This design comes from an exercise in tuning for small area, a short achievable clock period and few clock cycles on the open sky130 flow, not from production work.
The RTL was checked by simulation tests, not by an equivalence proof against the original design.
Power and IR drop assume default switching activity.

Design sbf_engine, start of the top module:
module sbf_engine (
    input  wire        clk,
    input  wire        rst,           
    input  wire        cmd_valid,
    output wire        cmd_ready,
    input  wire [31:0] cmd_word,
    input  wire [4:0]  rd_idx,
    output reg  [31:0] rd_data
);
Size: roughly 9100 cells after synthesis, ~73 I/O pins, ~120000 um^2 of cells after synthesis.
clock: 10.0 ns
lec_check: 0
abc_clock_period_in_ps: 5000
cap_margin: 20
core_margin: 2
core_utilization: 40
cts_buf_list: sky130_fd_sc_hd__clkbuf_16
cts_cluster_diameter: 70
cts_cluster_size: 24
setup_slack_margin: 4.6
slew_margin: 20
run.sh (not shown) runs the stock make flow with config.mk's settings and CLKGATE_MAP_FILE= SYNTH_SCRIPT=/design/flow/synth_recipe.tcl, a recipe that flattens the netlist after the stock synthesis.
Testbench counts at the start, summed over its fixed seeds: cycles 86,415.
Next try:
SETUP_SLACK_MARGIN = 4.3   (was 4.6)
Total power grows by 1.1%.
Core utilization went down by 1.5 points.
Wire length shrinks by 3.9%.
First-iteration DRC count came out lower by about 10%.
Critical path depth came out lower by 2.
Setup slack degrades by 0.033 ns.
Clock power climbs by 3.9%.
Design area fell by about 3.2%.

---

sbf_engine, a different RTL version from the one above (not shown whole).
Size in the first run: ~2,500 flip-flops, ~120,000 µm² of cells after synthesis.
// sbf_engine
module sbf_engine (
    input  wire        clk,
    input  wire        rst,           
    input  wire        cmd_valid,
    output wire        cmd_ready,
    input  wire [31:0] cmd_word,
    input  wire [4:0]  rd_idx,
    output reg  [31:0] rd_data
);
    localparam [15:0] SYNC_WORD = 16'h4024;
    localparam [3:0] ST_NONE      = 4'd0;
    localparam [3:0] ST_FRAME_OK  = 4'd1;
    localparam [3:0] ST_INC_HDR   = 4'd2;
    localparam [3:0] ST_NOT_FRAME = 4'd3;
    localparam [3:0] ST_MALFORMED = 4'd4;
    localparam [3:0] ST_NEED_MORE = 4'd5;
    localparam [3:0] ST_CRC_MIS   = 4'd6;
    localparam [3:0] ST_SYNC_FND  = 4'd7;
    localparam [3:0] ST_SYNC_NF   = 4'd8;
    localparam integer S_IDLE = 0;
    localparam integer S_PRE0 = 1;    
    localparam integer S_PRE  = 2;    
    localparam integer S_HDR  = 3;    
    localparam integer S_BODY = 4;    
    localparam integer S_CB   = 5;    
    localparam integer S_HUNT = 6;    
    localparam integer S_HFIN = 7;    
    localparam integer NS     = 8;
    localparam [1:0] J_SCAN = 2'd0;
    localparam [1:0] J_HUNT = 2'd1;
    localparam [1:0] J_CB   = 2'd2;
    localparam [1:0] J_BODY = 2'd3;
    function [15:0] crc_w8;
        input [15:0] c;
        input [63:0] d;
        begin
            crc_w8[0] = c[0] ^ c[1] ^ c[3] ^ c[4] ^ c[7] ^ c[8] ^ c[10] ^ c[15] ^ d[0] ^ d[2] ^ d[7] ^ d[8] ^ d[9] ^ d[11] ^ d[12] ^ d[15] ^ d[18] ^ d[24] ^ d[25] ^ d[27] ^ d[34] ^ d[35] ^ d[36] ^ d[43] ^ d[44] ^ d[46] ^ d[48] ^ d[51] ^ d[52] ^ d[56] ^ d[60];
            crc_w8[1] = c[1] ^ c[2] ^ c[4] ^ c[5] ^ c[8] ^ c[9] ^ c[11] ^ d[0] ^ d[1] ^ d[3] ^ d[9] ^ d[10] ^ d[12] ^ d[13] ^ d[19] ^ d[25] ^ d[26] ^ d[28] ^ d[35] ^ d[36] ^ d[37] ^ d[44] ^ d[45] ^ d[47] ^ d[49] ^ d[52] ^ d[53] ^ d[57] ^ d[61];
            crc_w8[2] = c[2] ^ c[3] ^ c[5] ^ c[6] ^ c[9] ^ c[10] ^ c[12] ^ d[1] ^ d[2] ^ d[4] ^ d[10] ^ d[11] ^ d[13] ^ d[14] ^ d[20] ^ d[26] ^ d[27] ^ d[29] ^ d[32] ^ d[36] ^ d[37] ^ d[38] ^ d[45] ^ d[46] ^ d[50] ^ d[53] ^ d[54] ^ d[58] ^ d[62];
  ...
make LEC_CHECK=0 ABC_CLOCK_PERIOD_IN_PS=5000 CAP_MARGIN=20 CORE_MARGIN=2 CORE_UTILIZATION=40 CTS_BUF_LIST=sky130_fd_sc_hd__clkbuf_16 CTS_CLUSTER_DIAMETER=80 CTS_CLUSTER_SIZE=28 SETUP_SLACK_MARGIN=4.3 SLEW_MARGIN=20 finish   # period 10.0 ns
The baseline produced a clean layout.
Testbench counts at the start, summed over its fixed seeds: cycles 86,415.
Then changed:
Settings changed: CTS_CLUSTER_DIAMETER 80 to 70, CTS_CLUSTER_SIZE 28 to 24.
=>
- critical path depth came out higher by 2
- clock power went up by 9.5%
- combinational power went down by about 1%

[what the ideal ports hide]
In the flow no input, the clock included, has a driving cell. The finished layouts below were timed again as built, in two steps.
Step 1 sets driving cells, clkbuf_16 on the clock port and buf_2 on the other inputs (assumed; they add their load-dependent delay and slew).
Step 2 moves the port delays by t, midway between the first and last clock arrival at a register: inputs arrive t later, outputs are due t later. That takes back most of the time a late clock gives input paths.
a / b / c = ideal ports / drivers / drivers and shift; a / b = the first two.
run | t (ns) | setup slack, ns | clock arrival spread, ns
the first run of note 1 | 0.957 | 4.205 / 4.011 / 3.664 | 0.121 / 0.122
the second run of note 1 | 0.966 | 4.172 / 4.104 / 3.435 | 0.115 / 0.115
the first run of note 2 | 0.951 | 4.233 / 4.052 / 3.371 | 0.084 / 0.084
the second run of note 2 | 0.966 | 4.215 / 4.034 / 3.387 | 0.099 / 0.099
After both steps every run listed still meets setup and hold. For the first run of note 2, which loses most, drivers alone change the setup slack by -0.181 ns; drivers and shift together by -0.862 ns.
